Source: an optimization exercise on an open RTL-to-GDS flow (aim: small area, a short achievable clock period and few clock cycles). Production flows keep margins and buffers that such runs may drop. In this exercise RTL edits were held to simulation tests only and were not proved equivalent to the original. No activity file was given, so power comes from the tool's default toggle rates.

<file path="design.v">
module qdpa (
    input  wire        clk,
    input  wire        rst_n,
    input  wire        host_we,
    input  wire [3:0]  host_addr,      
    input  wire [31:0] host_wdata,
    output reg  [31:0] host_rdata,
    output wire        busy,
    output wire        irq,
    output wire        mem_req,
    output wire [29:0] mem_addr,       
    input  wire        mem_ack,
    input  wire [31:0] mem_rdata,
    input  wire        mem_err
);
    localparam [31:0] ID_VAL  = 32'h51445041;
    localparam [31:0] VER_VAL = 32'h00010000;
    localparam [3:0] A_ID = 4'h0, A_VER = 4'h1, A_CTRL = 4'h2, A_STATUS = 4'h3,
                     A_CMD = 4'h4, A_N = 4'h5, A_WADDR = 4'h6, A_AADDR = 4'h7,
                     A_RESULT = 4'h8;
    localparam [3:0] E_NONE = 4'd0, E_ILLEGAL = 4'd1, E_BADLEN = 4'd2,
                     E_RANGE = 4'd3, E_BUS = 4'd4;
    localparam [1:0] M_PAIR2 = 2'd0, M_QUAD4 = 2'd1, M_SEQ = 2'd2;
    reg        ie;
    reg        st_busy, st_done, st_err, st_ign;
    reg [3:0]  st_code;
    reg [31:0] r_n, r_waddr, r_aaddr, r_result;
    assign busy = st_busy;
    assign irq  = ie & (st_done | st_err);
    always @(*) begin
        case (host_addr)
            A_ID:     host_rdata = ID_VAL;
            A_VER:    host_rdata = VER_VAL;
            A_CTRL:   host_rdata = {31'd0, ie};
            A_STATUS: host_rdata = {20'd0, st_code, 4'd0, st_ign, st_err, st_done, st_busy};
            A_N:      host_rdata = r_n;
            A_WADDR:  host_rdata = r_waddr;
            A_AADDR:  host_rdata = r_aaddr;
            A_RESULT: host_rdata = r_result;
            default:  host_rdata = 32'd0;
        endcase
    end
    wire [31:0] cmd   = host_wdata;
    wire [3:0]  c_op  = cmd[3:0];
    wire [1:0]  c_md  = cmd[5:4];
    wire        c_rsv = |cmd[15:6];
    wire        c_imm = |cmd[31:16];
    wire is_nop  = !c_rsv && c_op == 4'h0 && c_md == 2'd0 && !c_imm;
    wire is_dot  = !c_rsv && c_op == 4'h1 && c_md != 2'd3 && !c_imm;
    wire is_isum = !c_rsv && c_op == 4'h2 && c_md == 2'd0 && !c_imm;
    wire is_cvth = !c_rsv && c_op == 4'h3 && c_md == 2'd0;
    wire is_nibd = !c_rsv && c_op == 4'h4 && c_md == 2'd0 && cmd[31:24] == 8'd0;
    wire is_clr  = !c_rsv && c_op == 4'h5 && c_md == 2'd0 && !c_imm;
    wire [26:0] n_blocks  = r_n[31:5];
    wire        bad_len   = (r_n == 32'd0) || (r_n[4:0] != 5'd0);
    function rng34(input [34:0] x, input [34:0] y, input [34:0] z);
        reg [34:0] s1, c1, s2, c2;
        reg        cy;
        integer    i;
        begin
            s1 = x ^ y ^ z;
            c1 = {(x[33:0] & y[33:0]) | (x[33:0] & z[33:0]) | (y[33:0] & z[33:0]), 1'b0};
            s2 = s1 ^ c1 ^ 35'h2FFFFFFFF;
            c2 = {(s1[33:0] & c1[33:0]) | ((s1[33:0] | c1[33:0]) & 34'h2FFFFFFFF), 1'b0};
            cy = 1'b0;
            for (i = 0; i < 34; i = i + 1)
                cy = (s2[i] & c2[i]) | ((s2[i] | c2[i]) & cy);
            rng34 = s2[34] ^ c2[34] ^ cy;
        end
    endfunction
    wire range_dot = rng34({3'd0, r_waddr}, {4'd0, n_blocks, 4'd0}, {7'd0, n_blocks, 1'b0}) ||
                     rng34({3'd0, r_aaddr}, {3'd0, n_blocks, 5'd0}, {7'd0, n_blocks, 1'b0});
    wire range_one = (r_waddr > 32'hFFFFFFEE) || (r_aaddr > 32'hFFFFFFDE);
    wire [15:0] h   = cmd[31:16];
    reg  [31:0] cvth_val;
    reg  [3:0]  cv_p;
    wire [22:0] cv_sub = {h[9:0], 13'd0} << (4'd10 - cv_p);
    integer k;
    always @(*) begin
        cv_p = 4'd0;
        for (k = 0; k < 10; k = k + 1)
            if (h[k]) cv_p = k[3:0];
        if (h[14:10] == 5'd0 && h[9:0] == 10'd0)
            cvth_val = {h[15], 31'd0};
        else if (h[14:10] == 5'd0)
            cvth_val = {h[15], {4'd0, cv_p} + 8'd103, cv_sub};
        else if (h[14:10] != 5'd31)
            cvth_val = {h[15], {3'd0, h[14:10]} + 8'd112, h[9:0], 13'd0};
        else if (h[9:0] == 10'd0)
            cvth_val = {h[15], 8'hFF, 23'd0};
        else
            cvth_val = {h[15], 8'hFF, 1'b1, h[8:0], 13'd0};
    end
    wire [7:0]  nb_b     = cmd[23:16];
    wire [15:0] nib_lo   = {12'd0, nb_b[3:0]} - 16'd8;
    wire [15:0] nib_hi   = {12'd0, nb_b[7:4]} - 16'd8;
    wire cmd_wr = host_we && host_addr == A_CMD && !st_busy;
    wire go     = rst_n && cmd_wr &&
                  ((is_dot && !bad_len && !range_dot) || (is_isum && !range_one));
    reg        e_isum;
    reg [1:0]  e_mode;
    reg        f_run;           
    reg        f_ph;            
    reg [29:0] ptr_w, ptr_a;
    reg [5:0]  pos_w, pos_a;    
    reg [7:0]  l_w, l_a;        
    reg [26:0] f_rem;           
    reg [1:0]  f_k;             
    reg        f_b0;            
    reg        u_v, u_a;
    reg [5:0]  u_q;
    reg [31:0] u_d;
    reg [4:0]  u_tag;
    reg        u_b0;
    reg [15:0] qp0, qp1, qp2, qp3, qp4, qp5, qp6, qp7;
    reg [15:0] wcur, acur, pend_w, pend_a;
    reg        sc_pend;         
    reg [17:0] isum_s, isum_c;   
    wire signed [17:0] isum = isum_s + isum_c;
    reg        is_v;
    reg [4:0]  is_tag;
    reg [31:0] s0, s1, s2, s3;
    reg        q_act;
    reg [1:0]  q_step;
    reg [4:0]  q_tag;
    wire       f_ok     = f_ph ? !is_v : !sc_pend;
    assign     mem_req  = f_run && f_ok;
    assign     mem_addr = f_ph ? ptr_a : ptr_w;
    wire       ack      = mem_req && mem_ack;
    wire [5:0] f_pos    = f_ph ? pos_a : pos_w;
    wire       odd_o    = f_ph ? r_aaddr[0] : r_waddr[0];
    wire [7:0] f_l      = f_ph ? l_a : l_w;
    wire [31:0] unit_in = odd_o ? {mem_rdata[23:0], f_l} : mem_rdata;
    wire [29:0] addr_inc = mem_addr + 30'd1;
    wire       f_last   = f_ph ? ($signed(f_pos) >= 6'sd15) : ($signed(f_pos) >= 6'sd7);
    wire [2:0] f_rs     = (f_rem[26:3] != 24'd0) ? 3'd7 : f_rem[2:0];
    reg  [26:0] f_rem_dec;
    reg         f_bw;
    integer j;
    always @(*) begin
        f_bw = 1'b1;
        for (j = 0; j < 27; j = j + 1) begin
            f_rem_dec[j] = f_rem[j] ^ f_bw;
            f_bw = f_bw & ~f_rem[j];
        end
    end
    function [5:0] pos0(input [1:0] o);
        pos0 = (o == 2'd0) ? 6'd0 : (o == 2'd3) ? 6'h3E : 6'h3F;
    endfunction
    wire signed [5:0] uq = u_q;
    wire [15:0] h0 = u_d[15:0];
    wire [15:0] h1 = u_d[31:16];
    wire w_u = u_v && !u_a;
    wire a_u = u_v && u_a;
    wire l0 = u_a ? (uq >= 6'sd1) : (uq >= 6'sd1 && uq <= 6'sd8);
    wire l1 = u_a ? (uq >= 6'sd0 && uq <= 6'sd15) : (uq >= 6'sd0 && uq <= 6'sd7);
    wire sh1 = u_v && (l0 ^ l1);
    wire sh2 = u_v && l0 && l1;
    wire [15:0] x1 = u_a ? qp0 : (l0 ? h0 : h1);
    wire [15:0] x2 = u_a ? qp1 : h1;
    wire [15:0] wt0 = qp0;
    wire [15:0] wt1 = l0 ? qp1 : qp0;
    wire        hi0 = uq >= 6'sd9;
    wire        hi1 = uq >= 6'sd8;
    wire [3:0]  n00 = hi0 ? wt0[7:4]  : wt0[3:0];
    wire [3:0]  n01 = hi0 ? wt0[15:12] : wt0[11:8];
    wire [3:0]  n10 = hi1 ? wt1[7:4]  : wt1[3:0];
    wire [3:0]  n11 = hi1 ? wt1[15:12] : wt1[11:8];
    wire [7:0] a00 = l0 ? h0[7:0]  : 8'd0;
    wire [7:0] a01 = l0 ? h0[15:8] : 8'd0;
    wire [7:0] a10 = l1 ? h1[7:0]  : 8'd0;
    wire [7:0] a11 = l1 ? h1[15:8] : 8'd0;
    function [71:0] bw(input [3:0] n, input [7:0] a);
        reg [7:0] r0, r1, r2, r3;
        begin
            r0 = {~(n[0] & a[7]), {7{n[0]}} & a[6:0]};
            r1 = {~(n[1] & a[7]), {7{n[1]}} & a[6:0]};
            r2 = {~(n[2] & a[7]), {7{n[2]}} & a[6:0]};
            r3 = {~n[3] & a[7], ~({7{~n[3]}} & a[6:0])};
            bw = {{7'd0, r3, 3'b0}, {8'd0, r2, 2'b0}, {9'd0, r1, 1'b0}, {10'd0, r0}};
        end
    endfunction
    function [35:0] csa(input [17:0] x, input [17:0] y, input [17:0] z);
        csa = {((x & y) | (x & z) | (y & z)) << 1, x ^ y ^ z};
    endfunction
    wire [71:0] b00 = bw(n00, a00);
    wire [71:0] b01 = bw(n01, a01);
    wire [71:0] b10 = bw(n10, a10);
    wire [71:0] b11 = bw(n11, a11);
    wire        fresh = (uq <= 6'sd1);
    wire [17:0] bs = fresh ? 18'd0 : isum_s;
    wire [17:0] bc = fresh ? 18'd0 : isum_c;
    wire [35:0] t1a = csa(b00[17:0],  b00[35:18], b00[53:36]);
    wire [35:0] t1b = csa(b00[71:54], b01[17:0],  b01[35:18]);
    wire [35:0] t1c = csa(b01[53:36], b01[71:54], b10[17:0]);
    wire [35:0] t1d = csa(b10[35:18], b10[53:36], b10[71:54]);
    wire [35:0] t1e = csa(b11[17:0],  b11[35:18], b11[53:36]);
    wire [35:0] t1f = csa(b11[71:54], 18'd254496, bs);
    wire [35:0] t2a = csa(t1a[17:0], t1a[35:18], t1b[17:0]);
    wire [35:0] t2b = csa(t1b[35:18], t1c[17:0], t1c[35:18]);
    wire [35:0] t2c = csa(t1d[17:0], t1d[35:18], t1e[17:0]);
    wire [35:0] t2d = csa(t1e[35:18], t1f[17:0], t1f[35:18]);
    wire [35:0] t3a = csa(t2a[17:0], t2a[35:18], t2b[17:0]);
    wire [35:0] t3b = csa(t2b[35:18], t2c[17:0], t2c[35:18]);
    wire [35:0] t3c = csa(t2d[17:0], t2d[35:18], bc);
    wire [35:0] t4a = csa(t3a[17:0], t3a[35:18], t3b[17:0]);
    wire [35:0] t4b = csa(t3b[35:18], t3c[17:0], t3c[35:18]);
    wire [35:0] t5  = csa(t4a[17:0], t4a[35:18], t4b[17:0]);
    wire [35:0] t6  = csa(t5[17:0], t5[35:18], t4b[35:18]);
    wire        c_v;
    wire [37:0] c_acc;
    wire [7:0]  c_ex;
    wire [3:0]  c_fl;
    wire [4:0]  c_tag;
    wire        sc_take, is_take, c_take;
    wire        fu_idle, fu_done;
    wire [31:0] fa_r;
    reg         o_fin;
    wire        fin_dot  = fu_done && o_fin;
    wire        fin_isum = is_v && e_isum;
    wire        abort    = ack && mem_err;
    wire        clr      = !rst_n || abort || fin_dot || fin_isum;
    qdpa_contrib u_contrib (
        .clk(clk), .clr(clr),
        .sc_v(sc_pend), .hw(wcur), .ha(acur), .sc_take(sc_take),
        .is_v(is_v && !e_isum), .isum(isum), .is_tag(is_tag), .is_take(is_take),
        .p_take(c_take), .p_v(c_v), .p_acc(c_acc), .p_ex(c_ex), .p_fl(c_fl), .p_tag(c_tag)
    );
    wire [4:0] ev   = q_act ? q_tag : c_tag;
    wire [1:0] stp  = q_act ? q_step + 2'd1 : 2'd0;
    wire [1:0] kmod = ev[4:3];
    wire [2:0] rs   = ev[2:0];
    wire [1:0] nbm  = r_n[6:5];
    wire       nbo  = r_n[5];
    wire single = (e_mode != M_SEQ) && rs == 3'd1 && nbo;
    wire inrem  = (rs <= {1'b0, nbm});
    wire qp0e   = inrem && nbm[1] && rs == {1'b0, nbm};
    wire qp1e   = inrem && nbm[1] && rs == {1'b0, nbm} - 3'd1 && !single;
    wire rfin   = rs == 3'd1;
    reg [2:0] d_a;      
    reg [1:0] d_b;      
    reg [1:0] d_d;
    reg       d_last, d_fin;
    reg [2:0] o_a;
    reg [1:0] o_b, o_d;
    reg       o_last;
    always @(*) begin
        d_a = 3'd0; d_b = 2'd1; d_d = 2'd0; d_last = 1'b1; d_fin = 1'b0;
        if (e_mode == M_SEQ || single) begin
            d_fin = rfin;
        end else if (e_mode == M_PAIR2) begin
            if (kmod[0]) begin
                if (stp == 2'd0) begin
                    d_a = 3'd1; d_d = 2'd1; d_last = !(rs <= 3'd2);
                end else begin
                    d_b = 2'd1; d_fin = rfin;
                end
            end
        end else if (qp0e) begin
            d_a = 3'd4; d_d = 2'd1;
        end else if (qp1e) begin
            case (stp)
                2'd0: begin d_a = 3'd4; d_d = 2'd2; d_last = 1'b0; end
                2'd1: begin d_a = 3'd1; d_b = 2'd2; d_d = 2'd1; d_last = 1'b0; end
                default: begin d_b = 2'd1; d_fin = rfin; end
            endcase
        end else if (kmod == 2'd1) begin
            if (stp == 2'd0) begin
                d_a = 3'd1; d_d = 2'd1; d_last = !(rs <= 3'd6);
            end else begin
                d_b = 2'd1;
            end
        end else if (kmod == 2'd3) begin
            case (stp)
                2'd0: begin d_a = 3'd3; d_d = 2'd3; d_last = !(rs <= 3'd4); end
                2'd1: begin d_a = 3'd2; d_b = 2'd3; d_d = 2'd2; d_last = 1'b0; end
                default: begin d_b = 2'd2; d_fin = rfin; end
            endcase
        end else begin
            d_a = {1'b0, kmod}; d_d = kmod;
        end
    end
    reg [31:0] op_a, op_b;
    always @(*) begin
        case (o_a)
            3'd0: op_a = s0;
            3'd1: op_a = s1;
            3'd2: op_a = s2;
            3'd3: op_a = s3;
            default: op_a = 32'd0;
        endcase
        case (o_b)
            2'd2: op_b = s2;
            2'd3: op_b = s3;
            default: op_b = s1;
        endcase
    end
    wire go_p   = fu_idle && !q_act && c_v;
    wire go_add = fu_idle && q_act;
    assign c_take = go_p;
    qdpa_fadd32 u_fu (
        .clk(clk), .clr(clr), .go_add(go_add), .go_p(go_p),
        .a(op_a), .b(op_b), .pacc(c_acc), .pex(c_ex), .pfl(c_fl),
        .idle(fu_idle), .done(fu_done), .r(fa_r)
    );
    always @(posedge clk) begin
        u_v <= 1'b0;
        if (ack) begin
            u_v   <= 1'b1;
            u_a   <= f_ph;
            u_q   <= f_pos;
            u_d   <= unit_in;
            u_tag <= {f_k, f_rs};
            u_b0  <= f_b0;
            if (f_ph) begin
                ptr_a <= addr_inc;
                l_a   <= mem_rdata[31:24];
                if (f_last) begin
                    pos_a <= f_pos - 6'd15;
                    f_rem <= f_rem_dec;
                    f_k   <= f_k + 2'd1;
                    f_ph  <= 1'b0;
                    f_b0  <= 1'b0;
                    if (f_rem == 27'd1) f_run <= 1'b0;
                end else begin
                    pos_a <= f_pos + 6'd2;
                end
            end else begin
                ptr_w <= addr_inc;
                l_w   <= mem_rdata[31:24];
                if (f_last) begin
                    pos_w <= f_pos - 6'd7;
                    f_ph  <= 1'b1;
                end else begin
                    pos_w <= f_pos + 6'd2;
                end
            end
        end
        if (sh1) begin
            qp0 <= qp1; qp1 <= qp2; qp2 <= qp3; qp3 <= qp4;
            qp4 <= qp5; qp5 <= qp6; qp6 <= qp7; qp7 <= x1;
        end else if (sh2) begin
            qp0 <= qp2; qp1 <= qp3; qp2 <= qp4; qp3 <= qp5;
            qp4 <= qp6; qp5 <= qp7; qp6 <= x1; qp7 <= x2;
        end
        if (w_u) begin
            if (uq == -6'sd1) wcur <= h1;
            if (uq == 6'sd0)  wcur <= h0;
            if (uq == 6'sd1 && !u_b0) wcur <= pend_w;
            if (uq == 6'sd8)  pend_w <= h1;
        end
        if (a_u) begin
            if (uq == -6'sd1) acur <= h1;
            if (uq == 6'sd0)  acur <= h0;
            if (uq == 6'sd1 && !u_b0) acur <= pend_a;
            if (uq == 6'sd16) pend_a <= h1;
            if (uq == -6'sd1 || uq == 6'sd0 || (uq == 6'sd1 && !u_b0)) sc_pend <= 1'b1;
            isum_s <= t6[17:0];
            isum_c <= t6[35:18];
            if (uq >= 6'sd15) begin
                is_v   <= 1'b1;
                is_tag <= u_tag;
            end
        end
        if (sc_take) sc_pend <= 1'b0;
        if (is_take) is_v <= 1'b0;
        if (go_p || (fu_done && !o_last)) begin
            o_a    <= d_a;
            o_b    <= d_b;
            o_d    <= d_d;
            o_last <= d_last;
            o_fin  <= d_fin;
        end
        if (go_p) begin
            q_act  <= 1'b1;
            q_tag  <= c_tag;
            q_step <= 2'd0;
        end
        if (fu_done) begin
            case (o_d)
                2'd0: s0 <= fa_r;
                2'd1: s1 <= fa_r;
                2'd2: s2 <= fa_r;
                default: s3 <= fa_r;
            endcase
            q_act  <= !o_last;
            q_step <= q_step + 2'd1;
        end
        if (clr) begin
            f_run   <= 1'b0;
            u_v     <= 1'b0;
            is_v    <= 1'b0;
            sc_pend <= 1'b0;
            q_act   <= 1'b0;
        end
        if (go) f_run <= 1'b1;
        if (cmd_wr) begin
            f_ph   <= 1'b0;
            ptr_w  <= r_waddr[31:2];
            ptr_a  <= r_aaddr[31:2];
            pos_w  <= pos0(r_waddr[1:0]);
            pos_a  <= pos0(r_aaddr[1:0]);
            f_rem  <= (c_op[1]) ? 27'd1 : n_blocks;
            f_k    <= 2'd0;
            f_b0   <= 1'b1;
            e_isum <= c_op[1];
            e_mode <= c_op[1] ? M_SEQ : c_md;
            s0 <= 32'd0; s1 <= 32'd0; s2 <= 32'd0; s3 <= 32'd0;
        end
    end
    always @(posedge clk) begin
        if (!rst_n) begin
            ie       <= 1'b0;
            st_busy  <= 1'b0;
            st_done  <= 1'b0;
            st_err   <= 1'b0;
            st_ign   <= 1'b0;
            st_code  <= E_NONE;
            r_n      <= 32'd0;
            r_waddr  <= 32'd0;
            r_aaddr  <= 32'd0;
            r_result <= 32'd0;
        end else begin
            if (host_we) begin
                case (host_addr)
                    A_CTRL: ie <= host_wdata[0];
                    A_STATUS: begin
                        if (host_wdata[1]) st_done <= 1'b0;
                        if (host_wdata[2]) begin st_err <= 1'b0; st_code <= E_NONE; end
                        if (host_wdata[3]) st_ign <= 1'b0;
                    end
                    A_CMD, A_N, A_WADDR, A_AADDR: begin
                        if (st_busy) begin
                            st_ign <= 1'b1;
                        end else begin
                            case (host_addr)
                                A_N:     r_n     <= host_wdata;
                                A_WADDR: r_waddr <= host_wdata;
                                A_AADDR: r_aaddr <= host_wdata;
                                default: begin
                                    st_done <= 1'b0;
                                    st_err  <= 1'b0;
                                    st_code <= E_NONE;
                                    if (is_nop) begin
                                        st_done <= 1'b1;
                                    end else if (is_clr) begin
                                        st_ign   <= 1'b0;
                                        r_result <= 32'd0;
                                        st_done  <= 1'b1;
                                    end else if (is_cvth) begin
                                        r_result <= cvth_val;
                                        st_done  <= 1'b1;
                                    end else if (is_nibd) begin
                                        r_result <= {nib_hi, nib_lo};
                                        st_done  <= 1'b1;
                                    end else if (is_dot) begin
                                        if (bad_len) begin
                                            st_err <= 1'b1; st_code <= E_BADLEN;
                                        end else if (range_dot) begin
                                            st_err <= 1'b1; st_code <= E_RANGE;
                                        end else begin
                                            st_busy <= 1'b1;
                                        end
                                    end else if (is_isum) begin
                                        if (range_one) begin
                                            st_err <= 1'b1; st_code <= E_RANGE;
                                        end else begin
                                            st_busy <= 1'b1;
                                        end
                                    end else begin
                                        st_err <= 1'b1; st_code <= E_ILLEGAL;
                                    end
                                end
                            endcase
                        end
                    end
                    default: ;
                endcase
            end
            if (st_busy) begin
                if (abort) begin
                    st_busy <= 1'b0;
                    st_err  <= 1'b1;
                    st_code <= E_BUS;
                end else if (fin_isum) begin
                    st_busy  <= 1'b0;
                    st_done  <= 1'b1;
                    r_result <= {{14{isum[17]}}, isum};
                end else if (fin_dot) begin
                    st_busy  <= 1'b0;
                    st_done  <= 1'b1;
                    r_result <= fa_r;
                end
            end
        end
    end
endmodule
module qdpa_contrib (
    input  wire        clk,
    input  wire        clr,           
    input  wire        sc_v,
    input  wire [15:0] hw,
    input  wire [15:0] ha,
    output wire        sc_take,
    input  wire        is_v,
    input  wire signed [17:0] isum,
    input  wire [4:0]  is_tag,
    output wire        is_take,
    input  wire        p_take,
    output wire        p_v,
    output wire [37:0] p_acc,
    output wire [7:0]  p_ex,
    output wire [3:0]  p_fl,       
    output wire [4:0]  p_tag
);
    localparam [31:0] CANON_NAN = 32'h7FC00000;
    localparam [2:0] C_IDLE = 3'd0, C_S = 3'd1, C_SW = 3'd2, C_P = 3'd3,
                     C_N = 3'd4, C_O = 3'd5;
    reg [2:0]  st;
    reg [1:0]  cnt;
    reg [21:0] m;         
    reg [37:0] acc;
    reg [15:0] q;         
    reg [7:0]  ex;
    reg        f_nan, f_inf, f_zero, f_ssa;
    reg        p_sgn, p_izero;
    reg [4:0]  tag;
    wire [4:0] ew = hw[14:10];
    wire [4:0] ea = ha[14:10];
    wire [9:0] mw = hw[9:0];
    wire [9:0] ma = ha[9:0];
    wire w_nan  = (ew == 5'd31) && (mw != 10'd0);
    wire a_nan  = (ea == 5'd31) && (ma != 10'd0);
    wire w_inf  = (ew == 5'd31) && (mw == 10'd0);
    wire a_inf  = (ea == 5'd31) && (ma == 10'd0);
    wire w_zero = (ew == 5'd0) && (mw == 10'd0);
    wire a_zero = (ea == 5'd0) && (ma == 10'd0);
    wire [4:0] xw = (ew == 5'd0) ? 5'd1 : ew;
    wire [4:0] xa = (ea == 5'd0) ? 5'd1 : ea;
    wire [11:0] siga = {1'b0, ea != 5'd0, ma};
    assign sc_take = (st == C_IDLE) && sc_v;
    assign is_take = (st == C_SW) && is_v;
    reg [3:0] dig;
    always @(*) begin
        if (st == C_S)
            case (cnt)
                2'd0: dig = siga[11:8];
                2'd1: dig = siga[7:4];
                default: dig = siga[3:0];
            endcase
        else
            dig = q[15:12];
    end
    wire [25:0] pm   = m * dig;
    wire [37:0] step = {acc[33:0], 4'd0} + {12'd0, pm};
    wire [17:0] mag = isum[17] ? -isum : isum;
    wire sgn  = p_sgn ^ f_ssa;
    wire spec = f_nan || f_inf || f_zero || p_izero;
    assign p_v   = (st == C_O);
    assign p_acc = acc;
    assign p_ex  = ex;
    assign p_fl  = {f_nan || (f_inf && p_izero), f_inf && !p_izero, f_zero || p_izero, sgn};
    assign p_tag = tag;
    always @(posedge clk) begin
        if (clr) begin
            st  <= C_IDLE;
        end else begin
            case (st)
                C_IDLE: if (sc_v) begin
                    m      <= {11'd0, ew != 5'd0, mw};
                    acc    <= 38'd0;
                    cnt    <= 2'd0;
                    ex     <= 8'd113 + {3'd0, xw} + {3'd0, xa};
                    f_nan  <= w_nan || a_nan || (w_inf && a_zero) || (a_inf && w_zero);
                    f_inf  <= w_inf || a_inf;
                    f_zero <= w_zero || a_zero;
                    f_ssa  <= hw[15] ^ ha[15];
                    st     <= C_S;
                end
                C_S: begin
                    acc <= step;
                    cnt <= cnt + 2'd1;
                    if (cnt == 2'd2) begin
                        m  <= step[21:0];
                        st <= C_SW;
                    end
                end
                C_SW: if (is_v) begin
                    q       <= mag[15:0];
                    p_sgn   <= isum[17];
                    p_izero <= (isum == 18'sd0);
                    tag     <= is_tag;
                    acc     <= 38'd0;
                    cnt     <= 2'd0;
                    st      <= C_P;
                end
                C_P: begin
                    acc <= step;
                    q   <= {q[11:0], 4'd0};
                    cnt <= cnt + 2'd1;
                    if (cnt == 2'd3)
                        st <= (spec || step[37:36] != 2'd0) ? C_O : C_N;
                end
                C_N: begin
                    if (acc[37:34] == 4'd0) begin
                        acc <= {acc[33:0], 4'd0};
                        ex  <= ex - 8'd4;
                        if (acc[33:32] != 2'd0) st <= C_O;
                    end else begin
                        acc <= {acc[35:0], 2'd0};
                        ex  <= ex - 8'd2;
                        st  <= C_O;
                    end
                end
                default: if (p_take) st <= C_IDLE;
            endcase
        end
    end
endmodule
module qdpa_fadd32 (
    input  wire        clk,
    input  wire        clr,
    input  wire        go_add,      
    input  wire        go_p,        
    input  wire [31:0] a,           
    input  wire [31:0] b,
    input  wire [37:0] pacc,        
    input  wire [7:0]  pex,         
    input  wire [3:0]  pfl,         
    output wire        idle,
    output wire        done,
    output reg  [31:0] r
);
    localparam [31:0] CANON_NAN = 32'h7FC00000;
    localparam [2:0] F_IDLE = 3'd0, F_AD = 3'd2, F_NO = 3'd3, F_RO = 3'd4, F_S2 = 3'd5;
    reg [2:0]  st;
    reg        fused;
    reg [27:0] x;
    reg [26:0] y;
    reg [8:0]  e;
    reg [7:0]  xs;
    reg        f_nan, f_inf, f_isg, f_zsg, f_sbig, f_sub, f_zero;
    assign idle = (st == F_IDLE);
    assign done = (st == F_RO) && !fused;
    wire        sub_e = f_sub && (st == F_AD);
    wire [27:0] sum   = x + ({1'b0, y} ^ {28{sub_e}}) + {27'd0, sub_e};
    wire [24:0] mr   = sum[27:3];
    wire [23:0] mfin = mr[24] ? mr[24:1] : mr[23:0];
    wire [8:0]  xfin = mr[24] ? e + 9'd1 : e;
    wire [7:0]  efld = mfin[23] ? xfin[7:0] : 8'd0;
    always @(*) begin
        if (f_nan)
            r = CANON_NAN;
        else if (f_inf)
            r = {f_isg, 8'hFF, 23'd0};
        else if (f_zero)
            r = {f_zsg, 31'd0};
        else if (xfin >= 9'd255)
            r = {f_sbig, 8'hFF, 23'd0};
        else
            r = {f_sbig, efld, mfin[22:0]};
    end
    wire [31:0] bb = (st == F_S2) ? {f_sbig, xs, y[22:0]} : b;
    wire        sa = a[31];
    wire        sb = bb[31];
    wire [7:0]  ea = a[30:23];
    wire [7:0]  eb = bb[30:23];
    wire [22:0] fa = a[22:0];
    wire [22:0] fb = bb[22:0];
    wire a_max = (ea == 8'hFF);
    wire b_max = (eb == 8'hFF);
    wire a_fz  = (fa == 23'd0);
    wire b_fz  = (fb == 23'd0);
    wire a_inf = a_max && a_fz;
    wire b_inf = b_max && b_fz;
    wire s_nan = (a_max && !a_fz) || (b_max && !b_fz) || (a_inf && b_inf && (sa != sb));
    wire s_inf = a_inf || b_inf;
    wire s_isg = a_inf ? sa : sb;
    wire        ha = ea != 8'd0;
    wire        hb = eb != 8'd0;
    wire [7:0]  xa = {ea[7:1], ea[0] | !ha};
    wire [7:0]  xb = {eb[7:1], eb[0] | !hb};
    wire        a_big = {xa, ha, fa} >= {xb, hb, fb};
    wire [8:0]  dab   = {1'b0, xa} - {1'b0, xb};
    wire [8:0]  dba   = {1'b0, xb} - {1'b0, xa};
    wire [7:0]  d     = a_big ? dab[7:0] : dba[7:0];
    wire        far   = d >= 8'd27;
    wire [26:0] msml  = {a_big ? {hb, fb} : {ha, fa}, 3'b000};
    reg [4:0]  lz;
    integer i;
    always @(*) begin
        lz = 5'd0;
        for (i = 0; i <= 26; i = i + 1)
            if (x[i]) lz = 5'd26 - i[4:0];
    end
    wire        lz_ok = {4'd0, lz} < e;
    wire [4:0]  sh    = lz_ok ? lz : (e[4:0] - 5'd1);
    function [26:0] rev27(input [26:0] v);
        integer k;
        for (k = 0; k < 27; k = k + 1) rev27[k] = v[26 - k];
    endfunction
    wire        in_al  = (st != F_NO);
    wire [26:0] sh_in  = in_al ? msml : rev27(x[26:0]);
    wire [4:0]  amt    = in_al ? d[4:0] : sh;
    wire [26:0] sh_out = sh_in >> amt;
    wire [26:0] msk    = ~({27{1'b1}} << d[4:0]);
    wire        stk    = |(msml & msk);
    wire [26:0] nl     = rev27(sh_out);
    wire [26:0] nrm    = x[27] ? {x[27:2], x[1] | x[0]} : nl;
    wire        rup    = nrm[2] & (nrm[1] | nrm[0] | nrm[3]);
    wire [26:0] nrf    = sum[27] ? {sum[27:2], sum[1] | sum[0]} : sum[26:0];
    wire        rupf   = nrf[2] & (nrf[1] | nrf[0] | nrf[3]);
    wire [26:0] pn   = pacc[37] ? {pacc[37:12], |pacc[11:0]} : {pacc[36:11], |pacc[10:0]};
    wire        prup = pn[2] & (pn[1] | pn[0] | pn[3]);
    wire start = go_add || (st == F_S2);
    always @(posedge clk) begin
        if (clr) begin
            st <= F_IDLE;
        end else begin
            if (start) begin
                x      <= {1'b0, a_big ? {ha, fa} : {hb, fb}, 3'b000};
                y      <= far ? {26'd0, |msml} : {sh_out[26:1], sh_out[0] | stk};
                e      <= {1'b0, a_big ? xa : xb};
                f_sbig <= a_big ? sa : sb;
                f_sub  <= sa != sb;
                f_nan  <= s_nan;
                f_inf  <= s_inf;
                f_isg  <= s_isg;
                f_zsg  <= sa & sb;
                fused  <= 1'b0;
                st     <= F_AD;
            end else if (go_p) begin
                x      <= {1'b0, pn};
                y      <= {23'd0, prup, 3'b000};
                e      <= {1'b0, pex} + {8'd0, pacc[37]};
                f_sbig <= pfl[0];
                f_nan  <= pfl[3];
                f_inf  <= pfl[2];
                f_zero <= pfl[1];
                f_isg  <= pfl[0];
                f_zsg  <= pfl[0];
                fused  <= 1'b1;
                st     <= F_RO;
            end else begin
                case (st)
                    F_AD: begin
                        f_zero <= (sum == 28'd0);
                        if (sum[27] || sum[26]) begin
                            x  <= {1'b0, nrf};
                            y  <= {23'd0, rupf, 3'b000};
                            e  <= e + {8'd0, sum[27]};
                            st <= F_RO;
                        end else begin
                            x  <= sum;
                            st <= F_NO;
                        end
                    end
                    F_NO: begin
                        x  <= {1'b0, nrm};
                        y  <= {23'd0, rup, 3'b000};
                        e  <= x[27] ? e + 9'd1 : (lz_ok ? e - {4'd0, lz} : 9'd1);
                        st <= F_RO;
                    end
                    F_RO: begin
                        if (fused) begin
                            f_sbig  <= r[31];
                            xs      <= r[30:23];
                            y[22:0] <= r[22:0];
                            st      <= F_S2;
                        end else begin
                            st <= F_IDLE;
                        end
                    end
                    default: ;
                endcase
            end
        end
    end
endmodule
</file>
<file path="flow/run.sh">
#!/bin/bash
# Own layout flow: the standard layout (standard.sh, standard synthesis
# unchanged) with its timing repair steps aiming at an 8 ns setup target
# (SETUP_SLACK_MARGIN 10 on the design's 18 ns clock) and drive-2 port
# buffers. The clock period and the constraints are the design's.
set -euo pipefail
export SETUP_SLACK_MARGIN=10
export TNS_END_PERCENT=100
export BUFFER_PORTS_ARGS="-buffer_cell sky130_fd_sc_hd__buf_2"
bash standard.sh > standard.log 2>&1
</file>
<file path="standard.sh">
#!/bin/bash
# synth_recipe.tcl (not shown) runs the flow's synth.tcl, then flattens the netlist and writes it again
# the make line also repeats each setting of config.mk as NAME=value (left out here)
make -C /OpenROAD-flow-scripts/flow DESIGN_CONFIG=/design/flow/config.mk WORK_HOME=/design/flow/orfs CLKGATE_MAP_FILE= SYNTH_SCRIPT=/design/flow/synth_recipe.tcl "${@:-finish}"
</file>
<file path="config.mk">
export PLATFORM = sky130hd
export DESIGN_NAME = qdpa
export DESIGN_NICKNAME = qdpa
export VERILOG_FILES = /design/flow/design.v
export SDC_FILE = /design/flow/constraint.sdc
export NUM_CORES = 4
export LEC_CHECK = 0
export CAP_MARGIN = 20
export CORE_MARGIN = 2
export CORE_UTILIZATION = 45
export PLACE_DENSITY = 0.55
export SLEW_MARGIN = 20
</file>
<file path="constraint.sdc">
create_clock -name core_clock -period 18.0 [get_ports {clk}]
set_input_delay 3.6000 -clock core_clock [delete_from_list [all_inputs] [get_ports {clk}]]
set_output_delay 3.6000 -clock core_clock [all_outputs]
set_load 0.01 [all_outputs]
</file>
==> results of run 1 <==
-- sequential cells by signal, indices dropped and copies added (netlist names), 18 cells and up --
register and flops:
u_d 32, u_contrib.acc 38, f_rem 27, r_aaddr 32, s1 32, u_fu.x 28
ptr_a 30, s3 32, u_contrib.m 22, isum_s 18, s0 32, s2 32
ptr_w 30, r_n 32, r_waddr 32, u_fu.y 27, r_result 32
-- path summary, 6_finish.rpt --
path / startpoint / endpoint / slack [ns]
max: host_addr[3] / host_rdata[2] / 9.68
min: u_tag[2] / is_tag[2] / 0.42
max reg2reg: u_fu.st[1] / u_fu.y[12] / 10.32
min reg2reg: u_tag[2] / is_tag[2] / 0.42
-- repair_timing --
| item | CTS | global route |
|---|---|---|
| cloned | 7 | 0 |
| gates resized for setup | 39 | 19 |
| pin swaps | 31 | 17 |
| endpoints found under the setup margin | 32 | 36 |
| setup buffers | 27 | 1 |
-- cells by family (layout without fill, tap and decap cells) --
kind of cell,Yosys count,after routing,synth area share
buffers and inverters,920,982,0.0560
and+or+nand+nor,2568,2574,0.182
AOI/OAI and AO/OA,1679,1679,0.170
muxes,338,338,0.0597
other,1,7,0.0000594
DFF,867,867,0.368
xor gates and xnor gates,180,180,0.0253
adders and majority gates,556,556,0.139
-- Yosys cell counts (all sizes together), types with 76 or more instances --
| library cell | count | area [um2] |
|---|---|---|
| a21o | 85 | 638 |
| o21ai | 345 | 1730 |
| a21oi | 551 | 2760 |
| nand3 | 174 | 871 |
| a22oi | 93 | 698 |
| edfxtp | 587 | 17600 |
| inv | 520 | 1950 |
| ha | 311 | 3890 |
| xnor2 | 95 | 832 |
| xor2 | 85 | 763 |
| nor2 | 486 | 1830 |
| a211oi | 100 | 786 |
| dfxtp | 280 | 5610 |
| clkbuf | 324 | 1220 |
| nor3 | 127 | 658 |
| nand2 | 1264 | 4750 |
| mux2 | 87 | 980 |
| fa | 241 | 4820 |
| buf | 76 | 364 |
| mux2i | 229 | 2290 |
-- metal layers --
metal,share of wire,GRT usage,vias up
met5,0.00024,0,-
met4,0.067,0.185,8
met3,0.069,0.0528,661
met2,0.45,0.503,2188
met1,0.41,0.415,26600
li1,-,-,25200
-- stage by stage --
stage / hold slack [ns] / cell area [um2] / std cells / worst slack, ns
final: 0.418 / 69700 / 9059 / 9.68
after global routing: 0.421 / 69700 / 9053 / 9.65
after CTS: 0.419 / 69600 / 9050 / 9.71
after detailed placement: 0.405 / 65800 / 8827 / 8.86
after global placement: 0.401 / 65700 / 8825 / 8.79
after floorplan: 0.400 / 63300 / 7109 / 9.91
-- where the power goes --
group | leakage, nW | internal (mW) | switching, mW | total (mW)
Sequential | 7.77 | 2.15 | 0.0417 | 2.20
Combinational | 18.8 | 0.455 | 0.867 | 1.32
Clock | 1.60 | 1.15 | 0.914 | 2.06
-- layout make-up --
type / count / area share
Clock buffer: 132 / 0.0396
Multi-Input combinational cell: 5328 / 0.530
Inverter: 520 / 0.0282
Timing Repair Buffer: 273 / 0.0277
Clock inverter: 57 / 0.00756
Antenna cell: 6 / 0.000215
Tap cell: 1876 / 0.0337
Sequential cell: 867 / 0.333
==> out/results.ini, run 1 <==
[status]
run_status=finished clean

[global_route]
track_usage=0.319
antenna_found_initial=11
grt_first_pass_wirelength_um=344000
grt_max_degree=100
grt_pass1_vias=52600
overflow=0

[floorplan]
core_um2=139000
initial_core_util=0.453
die_area_um2=143000
dieWidth_um=379
boundaryPins=138
num_rows=137
die_h_um=379

[cells_and_area]
final_common_cell=nand2_1
syn_to_final_growth_pct=10.4
num-fill-cells=13300
multiInputGateArea_um2=36900
regArea_um2=23200
final_cell_mix=nand2_1 (1,256), edfxtp_1 (587), a21oi_1 (546), inv_1 (515), nor2_1 (470)
nets=7716
fin_util=0.500
drive_above_1_share=0.101

[yosys]
syn_area_per_cell_um2=8.88
yosysSeqAreaShare=0.368
synth-warning-count=3
synth_nets=7734
syn_inst=7109
ys_ff_latch=867
async_flop_share=0
synth_top_flop_cell=edfxtp_1
synth_edf_count=587
synth_cell_types=101
synth.cell_area_um2=63200

[worst_setup_path]
criticalPathCategory=primary input to primary output
cp_cell_sequence=buf_12, nand2b_4, nor2_4, buf_12, buf_16, a22oi_2, nand3_1, buf_2
r2r_cells=23
path_buf_inv=4
slowest_delay_ns=0.21
worstPathMaxFanout=8
worst-endpoint-required_ns=14.40
path_common_cell=buf_12
cp_slowest_cell=nand2b_4
cp.arrival_ns=4.72
cp_num_cells=8
crit_family=simple AND/OR/NAND/NOR gates
endpoint_kind=primary output
startpoint_type=primary input

[cts]
cts_sinks=867
cts_buffers=101
path_clk_slew_ns=0.06
clk_latency_ns=0.74
holdBufCountCts=0
htree_levels=3
cts_max_path_buffers=3
cts_tree=done
root_buffer=clkbuf_16

[sta]
setup_viol=0
fin_crit_sh=0.462
max_freq_ghz=0.120
timing.final.crit_period_ns=8.32
final_hold_viol_count=0
skew_ns=0.0489
slew_violations=0
worst_pin_slew_ns=1.18
relSlewSlack=0.191
rsz0062_at_grt=yes
tns_ns=0

[min_path]
worstHoldPathCells=0
holdCritPathClass=register to register

[routing]
ant_nets=0
wire_per_inst_um=25.5
drt_iter0_drc=5297
routed_wl_um=231000
vias=54600
drtPass1Iterations=7
drc=0
viasPerCell=6.03

[pwr]
ir_worst_vdd_mv=0.0852
total_power_mw=5.58
p_leak_nw=28.1
powerDensity_nw_per_um2=80.0

[run]
cap_violations=0

[placed_design]
io_buffers=137
post-dp-hpwl_um=168000
place.gp.congestion=0.978

Testbench counts, summed over its fixed seeds: cycles 30,373.
==> run 2, diff against run 1 <==
--- a/config.mk
+++ b/config.mk
@@ -6,7 +6,8 @@
 export NUM_CORES = 4
 export LEC_CHECK = 0
-export CAP_MARGIN = 20
+export CAP_MARGIN = 10
 export CORE_MARGIN = 2
 export CORE_UTILIZATION = 45
+export CTS_BUF_LIST = sky130_fd_sc_hd__clkbuf_8
 export PLACE_DENSITY = 0.55
-export SLEW_MARGIN = 20
+export SLEW_MARGIN = 10
==> out/results.ini, run 2 <==
[yosys]
syn_area_per_cell_um2=8.88  ; unchanged
yosysMostFrequentCell=nand2_1  ; unchanged
synth.cell_area_um2=63200  ; unchanged
synth_commonest_cells=nand2_1 (1,263), edfxtp_1 (587), a21oi_1 (550)  ; unchanged
synth_nets=7734  ; unchanged
syn_inst=7109  ; unchanged
ys_ff_latch=867  ; unchanged
synthTopCellsByArea=edfxtp_1 (28%), dfxtp_1 (8.9%), fa_1 (7.6%)  ; unchanged
synth_edf_count=587  ; unchanged
async_flop_share=0  ; unchanged
synth-warning-count=3  ; unchanged
synth_top_area_cell=edfxtp_1  ; unchanged
synth_cell_types=101  ; unchanged
yosys.area.top_type_share=0.279  ; unchanged
yosysSeqAreaShare=0.368  ; unchanged
synth_top_flop_cell=edfxtp_1  ; unchanged

[cts]
cts_max_path_buffers=3  ; unchanged
path_clk_slew_ns=0.06  ; about the same
clk_latency_ns=0.95  ; was 0.74 ns
cts_tree=done  ; unchanged
cts_sinks=867  ; unchanged
holdBufCountCts=0  ; unchanged
cts_buffers=161  ; was 101
root_buffer=clkbuf_8  ; was clkbuf_16
htree_levels=4  ; was 3

[worst_setup_path]
endpoint_kind=primary output  ; unchanged
cp.arrival_ns=4.76  ; was 4.72 ns
r2r_cells=23  ; unchanged
path_buf_inv=4  ; unchanged
startpoint_type=primary input  ; unchanged
cp_num_cells=8  ; unchanged
rrSetupSlack_ns=10.25  ; was 10.32 ns
r2r-start=u_fu.st[1]  ; unchanged
slowest_delay_ns=0.18  ; was 0.21 ns
cp_slowest_cell=nand2b_4  ; unchanged
timing.rr.end=r_result[4]  ; was u_fu.y[12]
criticalPathCategory=primary input to primary output  ; unchanged
path_common_cell=buf_12  ; unchanged
worstPathMaxFanout=8  ; unchanged
crit_family=buffers and inverters  ; was simple AND/OR/NAND/NOR gates
worst-endpoint-required_ns=14.40  ; about the same
cp_cell_sequence=buf_12, nand2b_4, buf_12, nor2_4, buf_12, a22oi_2, nand3_1, buf_2  ; was buf_12, nand2b_4, nor2_4, buf_12, buf_16, a22oi_2, nand3_1, buf_2

[cells_and_area]
multiInputGateArea_um2=37000  ; was 36,900 um2
stdcell_area_um2=69900  ; was 69,700 um2
regMostFlops=u_contrib.acc  ; unchanged
nets=7769  ; was 7,716
syn_to_final_growth_pct=10.6  ; was 10.4%
regArea_um2=23200  ; unchanged
largest_reg_flops=38  ; unchanged
instances_no_fill=9161  ; was 9,059
num-fill-cells=13300  ; about the same
final_common_cell=nand2_1  ; unchanged
drive_above_1_share=0.109  ; was 0.101
final_cell_mix=nand2_1 (1,254), edfxtp_1 (587), inv_1 (570), a21oi_1 (546), nor2_1 (473)  ; was nand2_1 (1,256), edfxtp_1 (587), a21oi_1 (546), inv_1 (515), nor2_1 (470)

[min_path]
worstHoldPathCells=0  ; unchanged
min-delay-start=u_tag[2]  ; unchanged
worstHoldEndpoint=is_tag[2]  ; unchanged
holdCritPathClass=register to register  ; unchanged

[routing]
wire_per_inst_um=25.3  ; was 25.5 um
routed_wl_um=232000  ; was 231,000 um
drt_iter0_drc=5216  ; was 5,297
drtPass1Iterations=6  ; was 7
vias=55100  ; was 54,600
ant_nets=0  ; unchanged
drc=0  ; unchanged
viasPerCell=6.01  ; was 6.03

[floorplan]
initial_core_util=0.453  ; unchanged
boundaryPins=138  ; unchanged
die_h_um=379  ; unchanged
die_area_um2=143000  ; unchanged
dieWidth_um=379  ; unchanged
core_um2=139000  ; unchanged
num_rows=137  ; unchanged

[status]
run_status=finished clean  ; unchanged

[sta]
fin_crit_sh=0.464  ; was 0.462
worst_pin_slew_ns=1.30  ; was 1.18 ns
rsz0062_at_grt=yes  ; unchanged
max_freq_ghz=0.120  ; about the same
slew_violations=0  ; unchanged
final_hold_viol_count=0  ; unchanged
setup_viol=0  ; unchanged
skew_ns=0.0817  ; was 0.0489 ns
tns_ns=0  ; unchanged
relSlewSlack=0.130  ; was 0.191
timing.final.crit_period_ns=8.36  ; was 8.32 ns

[placed_design]
place.gp.congestion=0.978  ; unchanged
io_buffers=137  ; unchanged
placed_area_um2=65700  ; was 65,800 um2
dp.cells=8825  ; was 8,827
post-dp-hpwl_um=168000  ; about the same

[pwr]
powerDensity_nw_per_um2=79.6  ; was 80.0 nW/um2
total_power_mw=5.56  ; was 5.58 mW
ir_worst_vdd_mv=0.0641  ; was 0.0852 mV
p_leak_nw=28.4  ; was 28.1 nW

[global_route]
overflow=0  ; unchanged
grt_pass1_vias=52700  ; was 52,600
antenna_found_initial=17  ; was 11
grt_first_pass_wirelength_um=342000  ; was 344,000 um
track_usage=0.319  ; about the same
grt_max_degree=100  ; unchanged

[run]
cap_violations=0  ; unchanged

## run 2: cell count changes in the layout (fill, tap and decap cells not counted), sizes merged
cell / change
clkbuf: +40
bufinv: +10
clkinv: -4
clkinvlp: -3
buf: -7
diode: +6
inv: +60
## run 2: final cells by class
cell class,count,share of cell area
timing repair buffer,266,0.0269
multi-input combinational,5328,0.530
tap,1876,0.0336
clock buffer,172,0.0339
inverter,520,0.0282
antenna,12,0.000430
sequential,867,0.333
clock inverter,120,0.0145
## run 2: repair_timing
action,in CTS,in global routing
setup buffers,21,3
cloned,6,1
setup endpoints to repair,32,55
resized for setup,49,34
pin swaps,38,32
## run 2: cell families after synthesis
group,count (synthesis),share of synthesized area
buffers and inverters,920,0.0560
AO/OA/AOI/OAI,1679,0.170
flip-flops,867,0.368
XOR/XNOR,180,0.0253
multiplexers,338,0.0597
other,1,0.0000594
AND/OR/NAND/NOR,2568,0.182
adder cells (fa/ha/maj),556,0.139
## run 2: through the flow
step	utilization	hold WS, ns	setup slack (ns)
after global placement	0.472	0.401	8.79
after global routing	0.501	0.427	9.57
after CTS	0.499	0.421	9.72
after detailed placement	0.472	0.405	8.81
final	0.501	0.420	9.64
after floorplan	-	0.400	9.91
## run 2: worst max-delay path by stage
stage            startpoint             end  slack (ns)
2_1_floorplan  host_addr[1]   host_rdata[6]        9.91
4_1_cts        host_addr[3]   host_rdata[6]        9.72
6_report       host_addr[3]  host_rdata[10]        9.64
3_3_place_gp   host_addr[3]  host_rdata[10]        8.79
5_1_grt        host_addr[3]  host_rdata[28]        9.57
3_5_place_dp   host_addr[3]   host_rdata[1]        8.81
## run 2: where the power goes
part / internal, mW / switching [mW]
Sequential: 2.15 / 0.0421
Clock: 1.10 / 0.945
Combinational: 0.453 / 0.867
Total: 3.71 / 1.85
## run 2: metal layers
metal / global-route usage / vias to the layer above / wire [um]
li1: - / 25300 / -
met1: 0.412 / 26700 / 95400
met2: 0.502 / 2363 / 104000
met3: 0.0556 / 690 / 16400
met4: 0.187 / 9 / 15200
met5: 0 / - / 155
==> run 3, diff against run 2 <==
--- a/design.v
+++ b/design.v
@@ -305,12 +305,11 @@
     );
     always @(posedge clk) begin
-        u_v <= 1'b0;
+        u_v   <= ack;
+        u_a   <= f_ph;
+        u_q   <= f_pos;
+        u_d   <= unit_in;
+        u_tag <= {f_k, f_rs};
+        u_b0  <= f_b0;
         if (ack) begin
-            u_v   <= 1'b1;
-            u_a   <= f_ph;
-            u_q   <= f_pos;
-            u_d   <= unit_in;
-            u_tag <= {f_k, f_rs};
-            u_b0  <= f_b0;
             if (f_ph) begin
                 ptr_a <= addr_inc;
==> flow/run.sh (replaced) <==
#!/bin/bash
# Own layout flow: the standard layout (standard.sh, standard synthesis
# unchanged) with its timing repair steps aiming at an 8.4 ns setup target
# (SETUP_SLACK_MARGIN 9.6 on the design's 18 ns clock) and drive-2 port
# buffers. The clock period and the constraints are the design's.
set -euo pipefail
export SETUP_SLACK_MARGIN=9.6
export TNS_END_PERCENT=100
export BUFFER_PORTS_ARGS="-buffer_cell sky130_fd_sc_hd__buf_2"
bash standard.sh > standard.log 2>&1
==> out/results.ini, run 3 <==
[status]
run_status=finished clean  ; unchanged

[cts]
root_buffer=clkbuf_8  ; unchanged
path_clk_slew_ns=0.06  ; about the same
cts_buffers=161  ; unchanged
clk_latency_ns=0.94  ; was 0.95 ns
cts_max_path_buffers=3  ; unchanged
holdBufCountCts=0  ; unchanged
cts_tree=done  ; unchanged
htree_levels=4  ; unchanged
cts_sinks=867  ; unchanged

[routing]
drc=0  ; unchanged
ant_nets=0  ; unchanged
drtPass1Iterations=10  ; was 6
viasPerCell=6.08  ; was 6.01
drt_iter0_drc=5286  ; was 5,216
vias=54200  ; was 55,100
wire_per_inst_um=26.0  ; was 25.3 um
routed_wl_um=231000  ; was 232,000 um

[global_route]
track_usage=0.322  ; was 0.319
grt_max_degree=99  ; was 100
antenna_found_initial=8  ; was 17
overflow=0  ; unchanged
grt_pass1_vias=52600  ; was 52,700
grt_first_pass_wirelength_um=343000  ; was 342,000 um

[yosys]
synthTopCellsByArea=edfxtp_1 (26%), dfxtp_1 (10%), fa_1 (7.7%)  ; was edfxtp_1 (28%), dfxtp_1 (8.9%), fa_1 (7.6%)
yosysMostFrequentCell=nand2_1  ; unchanged
synth-warning-count=3  ; unchanged
synth.cell_area_um2=62300  ; was 63,200 um2
synth_nets=7596  ; was 7,734
syn_inst=6971  ; was 7,109
yosys.area_share.adder=0.141  ; was 0.139
yosysSeqAreaShare=0.366  ; was 0.368
synth-simple-area-share=0.179  ; was 0.182
synth_xor_area_frac=0.0254  ; was 0.0253
synth_mux_area_frac=0.0572  ; was 0.0597
yosys.area.top_type_share=0.261  ; was 0.279
synth_top_area_cell=edfxtp_1  ; unchanged
syn_area_per_cell_um2=8.94  ; was 8.88 um2
synth_top_family_by_area=simple AND/OR/NAND/NOR gates  ; unchanged
ys_ff_latch=867  ; unchanged
async_flop_share=0  ; unchanged
synth_commonest_cells=nand2_1 (1,114), edfxtp_1 (542), inv_1 (494)  ; was nand2_1 (1,263), edfxtp_1 (587), a21oi_1 (550)
synth_cell_types=96  ; was 101
synth_top_flop_cell=edfxtp_1  ; unchanged
synth_edf_count=542  ; was 587
synth_compound_area_frac=0.176  ; was 0.170

[pwr]
power.net_switching_mw=1.32  ; was 1.85 mW
powerDensity_nw_per_um2=68.4  ; was 79.6 nW/um2
ir_worst_vdd_mv=0.0854  ; was 0.0641 mV
p_int_mw=3.35  ; was 3.71 mW
p_comb_frac=0.122  ; was 0.237
p_leak_nw=27.8  ; was 28.4 nW
clkPwrFrac=0.415  ; was 0.368
pwr-share-seq=0.463  ; was 0.395
swShare=0.284  ; was 0.333

[sta]
slew_violations=0  ; unchanged
timing.final.crit_period_ns=8.39  ; was 8.36 ns
relSlewSlack=0.160  ; was 0.130
skew_ns=0.0604  ; was 0.0817 ns
setup_viol=0  ; unchanged
fin_crit_sh=0.466  ; was 0.464
max_freq_ghz=0.119  ; was 0.120 GHz
worst_pin_slew_ns=1.25  ; was 1.30 ns
rsz0062_at_grt=yes  ; unchanged
final_hold_viol_count=0  ; unchanged
tns_ns=0  ; unchanged

[placed_design]
place.gp.congestion=0.983  ; was 0.978
dp.cells=8610  ; was 8,825
post-dp-hpwl_um=168000  ; about the same
io_buffers=137  ; unchanged
placed_area_um2=64800  ; was 65,700 um2

[floorplan]
boundaryPins=138  ; unchanged
initial_core_util=0.453  ; about the same
core_um2=137000  ; was 139,000 um2
die_h_um=376  ; was 379 um
num_rows=136  ; was 137
dieWidth_um=376  ; was 379 um
die_area_um2=142000  ; was 143,000 um2

[cells_and_area]
stdcell_area_um2=68300  ; was 69,900 um2
instances_no_fill=8905  ; was 9,161
final_common_cell=nand2_1  ; unchanged
drive_above_1_share=0.0989  ; was 0.109
largest_reg_flops=38  ; unchanged
syn_to_final_growth_pct=9.54  ; was 10.6%
nets=7615  ; was 7,769
final_cell_mix=nand2_1 (1,107), inv_1 (551), edfxtp_1 (542), nor2_1 (462), a21oi_1 (406)  ; was nand2_1 (1,254), edfxtp_1 (587), inv_1 (570), a21oi_1 (546), nor2_1 (473)
regMostFlops=u_contrib.acc  ; unchanged

[worst_setup_path]
worst-endpoint-required_ns=14.40  ; about the same
worstPathMaxFanout=8  ; unchanged
criticalPathCategory=primary input to primary output  ; unchanged
startpoint_type=primary input  ; unchanged
cp.arrival_ns=4.79  ; was 4.76 ns
endpoint_kind=primary output  ; unchanged

[min_path]
holdCritPathClass=register to register  ; unchanged

[run]
cap_violations=0  ; unchanged

==> run 3: cell count changes after synthesis, sizes merged, moves of 42 or more <==
cell / delta
nand3: +42
o21ai: +47
a21oi: -140
a21boi: +102
dfxtp: +45
edfxtp: -45
nand2: -148
==> run 3: worst max-delay path: stages <==
cell	delay, ns
buf_12	0.10
nand2b_4	0.16
nor3b_4	0.29
buf_6	0.22
a222oi_1	0.12
nand3_1	0.14
buf_2	0.15
==> run 3: kinds of logic after synthesis <==
| family | after synthesis |
|---|---|
| XOR/XNOR | 181 |
| flip-flops | 867 |
| adder cells (fa/ha/maj) | 557 |
| other | 1 |
| buffers and inverters | 896 |
| multiplexers | 317 |
| AO/OA/AOI/OAI | 1698 |
| AND/OR/NAND/NOR | 2454 |
==> run 3: worst paths after layout <==
| path | slack, ns | depth (start not counted) | endpoint | from |
|---|---|---|---|---|
| worst max-delay path | 9.61 | 7 | host_rdata[14] | host_addr[3] |
| worst min-delay path | 0.36 | 0 | u_b0 | f_b0 |
| worst max register to register | 10.11 | 22 | u_fu.y[6] | o_b[0] |
| worst min register to register | 0.36 | 0 | u_b0 | f_b0 |
==> run 3: power groups by stage <==
stage               Combinational [mW]  Clock, mW  Sequential [mW]
finish                           0.569       1.94             2.16
global route                     0.615       2.06             2.16
CTS                              0.556       1.98             2.16
detailed placement               0.552          0             2.20
global placement                 0.550          0             2.20
floorplan                        0.365          0             2.18
==> run 3: cell type report <==
type | count | area, um2
antenna | 2 | 5.00
clock buffer | 185 | 2550
clock inverter | 97 | 623
fill | 13300 | 69200
inverter | 495 | 1860
multi-input combinational | 5208 | 36500
sequential | 867 | 22800
tap | 1794 | 2240
timing repair buffer | 257 | 1710
==> run 3: what timing repair did <==
| item | CTS | global route |
|---|---|---|
| pin swaps | 12 | 7 |
| endpoints found under the setup margin | 30 | 62 |
| cloned | 4 | 0 |
| gates resized for setup | 32 | 18 |
| endpoints found under the hold margin | 0 | 0 |
| setup buffers | 3 | 3 |
==> run 3: per-stage QoR <==
stage	utilization	power, mW	hold WS [ns]	worst slack (ns)
finish	0.497	4.67	0.355	9.61
global route	0.497	4.84	0.369	9.56
CTS	0.496	4.69	0.360	9.61
detailed placement	0.471	2.76	0.349	9.11
global placement	0.471	2.75	0.338	9.13
floorplan	-	2.55	0.326	9.61
==> run 3: layer usage <==
layer	routed length (um)	GRT usage	vias to the layer above
met3	18800	0.0616	558
met5	38	0	-
met1	96100	0.427	26300
met4	14200	0.181	4
met2	102000	0.495	2370
li1	-	-	24900
Testbench counts of run 3, summed over its fixed seeds: cycles 30,373.
==> run 4, diff against run 3 <==
--- a/design.v
+++ b/design.v
@@ -121,4 +121,5 @@
     reg [4:0]  is_tag;
     reg [31:0] s0, s1, s2, s3;
+    reg [3:0]  s_v;             
     reg        q_act;
     reg [1:0]  q_step;
@@ -284,8 +285,8 @@
     always @(*) begin
         case (o_a)
-            3'd0: op_a = s0;
-            3'd1: op_a = s1;
-            3'd2: op_a = s2;
-            3'd3: op_a = s3;
+            3'd0: op_a = s_v[0] ? s0 : 32'd0;
+            3'd1: op_a = s_v[1] ? s1 : 32'd0;
+            3'd2: op_a = s_v[2] ? s2 : 32'd0;
+            3'd3: op_a = s_v[3] ? s3 : 32'd0;
             default: op_a = 32'd0;
         endcase
@@ -383,4 +384,5 @@
                 default: s3 <= fa_r;
             endcase
+            s_v[o_d] <= 1'b1;
             q_act  <= !o_last;
             q_step <= q_step + 2'd1;
@@ -405,5 +407,5 @@
             e_isum <= c_op[1];
             e_mode <= c_op[1] ? M_SEQ : c_md;
-            s0 <= 32'd0; s1 <= 32'd0; s2 <= 32'd0; s3 <= 32'd0;
+            s_v    <= 4'd0;
         end
     end
==> out/results.ini, run 4 <==
[cells_and_area]
syn_to_final_growth_pct=9.81  ; was 9.54%
nets=7359  ; was 7,615
largest_reg_flops=38  ; unchanged
final_common_cell=nand2_1  ; unchanged
final_cell_mix=nand2_1 (1,049), edfxtp_1 (670), inv_1 (563), nor2_1 (485), a21oi_1 (439)  ; was nand2_1 (1,107), inv_1 (551), edfxtp_1 (542), nor2_1 (462), a21oi_1 (406)
regMostFlops=u_contrib.acc  ; unchanged
drive_above_1_share=0.109  ; was 0.0989

[global_route]
antenna_found_initial=7  ; was 8
grt_first_pass_wirelength_um=335000  ; was 343,000 um
grt_pass1_vias=51100  ; was 52,600
grt_max_degree=100  ; was 99
overflow=0  ; unchanged
track_usage=0.317  ; was 0.322

[cts]
root_buffer=clkbuf_8  ; unchanged
clk_latency_ns=0.89  ; was 0.94 ns
path_clk_slew_ns=0.05  ; was 0.06 ns
cts_buffers=154  ; was 161
cts_tree=done  ; unchanged
cts_sinks=871  ; was 867
holdBufCountCts=0  ; unchanged
htree_levels=4  ; unchanged
cts_max_path_buffers=3  ; unchanged

[worst_setup_path]
endpoint_kind=primary output  ; unchanged
path_buf_inv=4  ; was 3
criticalPathCategory=primary input to primary output  ; unchanged
worstPathMaxFanout=6  ; was 8
slowest_delay_ns=0.28  ; was 0.29 ns
cp_num_cells=8  ; was 7
cp_cell_sequence=buf_12, buf_12, nor2b_4, buf_12, a22o_1, a22oi_2, o22ai_2, buf_2  ; was buf_12, nand2b_4, nor3b_4, buf_6, a222oi_1, nand3_1, buf_2
crit_family=buffers and inverters  ; was simple AND/OR/NAND/NOR gates
cp.arrival_ns=4.98  ; was 4.79 ns
cp_slowest_cell=o22ai_2  ; was nor3b_4
worst-endpoint-required_ns=14.40  ; about the same
r2r_cells=19  ; was 22
path_common_cell=buf_12
startpoint_type=primary input  ; unchanged

[yosys]
synth_top_area_cell=edfxtp_1  ; unchanged
synth.cell_area_um2=62100  ; was 62,300 um2
syn_inst=6677  ; was 6,971
synth_commonest_cells=nand2_1 (1,051), edfxtp_1 (670), inv_1 (516)  ; was nand2_1 (1,114), edfxtp_1 (542), inv_1 (494)
syn_area_per_cell_um2=9.30  ; was 8.94 um2
synth_cell_types=104  ; was 96
async_flop_share=0  ; unchanged
yosysSeqAreaShare=0.389  ; was 0.366
synth_top_flop_cell=edfxtp_1  ; unchanged
yosys.area.top_type_share=0.324  ; was 0.261
synth_edf_count=670  ; was 542
yosysMostFrequentCell=nand2_1  ; unchanged
ys_ff_latch=871  ; was 867
synthTopCellsByArea=edfxtp_1 (32%), fa_1 (7.8%), dfxtp_1 (6.5%)  ; was edfxtp_1 (26%), dfxtp_1 (10%), fa_1 (7.7%)
synth_nets=7302  ; was 7,596
synth-warning-count=3  ; unchanged

[sta]
worst_pin_slew_ns=1.23  ; was 1.25 ns
fin_crit_sh=0.477  ; was 0.466
setup_viol=0  ; unchanged
max_freq_ghz=0.117  ; was 0.119 GHz
timing.final.crit_period_ns=8.58  ; was 8.39 ns
hold_ws_ns=0.354  ; was 0.355 ns
slew_violations=0  ; unchanged
final_hold_viol_count=0  ; unchanged
rsz0062_at_grt=yes  ; unchanged
relSlewSlack=0.155  ; was 0.160
tns_ns=0  ; unchanged
skew_ns=0.0495  ; was 0.0604 ns

[routing]
wl_met1_um=94900  ; was 96,100 um
met3WireLength_um=16000  ; was 18,800 um
drc=0  ; unchanged
routed_wl_um=225000  ; was 231,000 um
ant_nets=0  ; unchanged
vias=52300  ; was 54,200
wire_per_inst_um=26.0  ; about the same
drtPass1Iterations=6  ; was 10
viasPerCell=6.04  ; was 6.08
highest_layer=met4  ; was met5
drt_iter0_drc=4492  ; was 5,286
wl_met2_um=101000  ; was 102,000 um

[pwr]
p_comb_frac=0.059  ; was 0.122
clkPwrFrac=0.433  ; was 0.415
ir_worst_vdd_mv=0.0696  ; was 0.0854 mV
swShare=0.246  ; was 0.284
p_int_mw=3.25  ; was 3.35 mW
pwr-share-seq=0.508  ; was 0.463
power.net_switching_mw=1.06  ; was 1.32 mW
p_leak_nw=27.3  ; was 27.8 nW
powerDensity_nw_per_um2=63.3  ; was 68.4 nW/um2

[min_path]
worstHoldPathCells=0  ; unchanged
holdCritPathClass=register to register  ; unchanged

[floorplan]
num_rows=136  ; unchanged
dieWidth_um=375  ; was 376 um
die_h_um=375  ; was 376 um
die_area_um2=141000  ; was 142,000 um2
core_um2=137000  ; about the same
initial_core_util=0.453  ; about the same
boundaryPins=138  ; unchanged

[status]
run_status=finished clean  ; unchanged

[run]
cap_violations=0  ; unchanged

[placed_design]
io_buffers=137  ; unchanged
place.gp.congestion=0.969  ; was 0.983
post-dp-hpwl_um=166000  ; was 168,000 um

-- run 4: power groups by stage --
stage / Sequential (mW) / Clock (mW) / Combinational (mW)
2_1_floorplan: 2.21 / 0 / 0.160
4_1_cts: 2.19 / 1.91 / 0.253
3_3_place_gp: 2.23 / 0 / 0.236
6_report: 2.19 / 1.87 / 0.254
5_1_grt: 2.19 / 1.99 / 0.283
3_5_place_dp: 2.23 / 0 / 0.239
-- run 4: through the flow --
step / cells / area, um2 / setup WS [ns] / utilization / total power, mW
finish: 8655 / 68200 / 9.42 / 0.497 / 4.31
global route: 8652 / 68200 / 9.43 / 0.497 / 4.47
CTS: 8644 / 68000 / 9.46 / 0.496 / 4.35
detailed placement: 8350 / 64500 / 8.31 / 0.470 / 2.47
global placement: 8350 / 64500 / 8.31 / 0.470 / 2.47
floorplan: 6677 / 62100 / 9.60 / - / 2.37
-- run 4: path summary, 6_finish.rpt --
path	start	endpoint	slack (ns)
max	host_addr[0]	host_rdata[0]	9.42
min	f_b0	u_b0	0.35
max reg2reg	u_fu.st[0]	u_fu.y[5]	10.07
min reg2reg	f_b0	u_b0	0.35
-- run 4: logic make-up (layout without fill, tap and decap cells) --
| kind of cell | count (synthesis) | in the layout | share of synthesized area |
|---|---|---|---|
| compound gates | 1548 | 1548 | 0.162 |
| xor+xnor | 182 | 182 | 0.0257 |
| fa+ha+maj | 556 | 556 | 0.141 |
| buf+inv | 886 | 1061 | 0.0552 |
| flops | 871 | 871 | 0.389 |
| mux | 326 | 326 | 0.0596 |
| other cells | 1 | 9 | 0.0000604 |
| simple gates | 2307 | 2308 | 0.168 |
-- run 4: repair_timing --
item | 4_1_cts | 5_1_grt
pin swaps | 8 | 18
setup endpoints to repair | 32 | 42
setup buffers | 13 | 1
cloned | 6 | 2
gates resized for setup | 56 | 24
-- run 4: layout make-up --
type	count	area (um2)
tap	1794	2240
clock inverter	105	699
inverter	523	1970
timing repair buffer	263	1900
clock buffer	170	2340
fill	13000	69000
sequential	871	24100
antenna	8	20.0
multi-input combinational	4921	34900
-- run 4: metal layers --
metal | track usage | vias to the layer above
met5 | 0 | -
met4 | 0.178 | 0
met3 | 0.0454 | 514
met2 | 0.492 | 2139
met1 | 0.425 | 25600
li1 | - | 24000
-- run 4: worst register-to-register path, cell delays in order, from the launching register on --
cell and delay [ns]:
dfxtp_1 0.55, and3b_2 0.65, buf_4 0.57, a211oi_1 0.10
a21oi_1 0.65, ha_1 0.42, a21oi_1 0.16, nand3_1 0.09
o21ai_0 0.33, o31ai_1 0.24, a211oi_4 0.30, buf_4 0.57
buf_4 0.61, mux2_2 0.45, o221ai_2 0.36, a21oi_1 0.13
o31ai_1 0.82, o32ai_1 0.21, a21oi_1 0.34, o22ai_1 0.12
Testbench counts of run 4, summed over its fixed seeds: cycles 30,373.

afterwards: timing with drivers on the ports:
How much do the figures lean on ideal ports? The routed layouts below were timed once more, with nothing changed but the port constraints.
Step 1 assumes that a clkbuf_16 drives the clock port and a buf_2 every other input.
Step 2 adds t to the input delays and takes it off the output delays; t is the mean of the earliest and latest rising clock arrival at the registers after step 1. Input paths then give back, and output paths get back, about the clock's delay inside the block.
Three values: ideal, step 1, step 2; two values: the first two.
| run | t, ns | setup WS [ns] | worst slew at a driven data input, ns |
|---|---|---|---|
| run 1 | 0.802 | 9.683 / 9.600 / 9.600 | 0.14 |
| run 2 | 0.983 | 9.641 / 9.567 / 9.567 | 0.15 |
| run 3 | 0.976 | 9.608 / 9.561 / 9.561 | 0.07 |
| run 4 | 0.945 | 9.423 / 9.362 / 9.362 | 0.21 |
After both steps setup and hold are still met in every run listed. For run 1, which loses most, drivers alone change the setup slack by -0.083 ns; drivers and shift together by -0.083 ns.
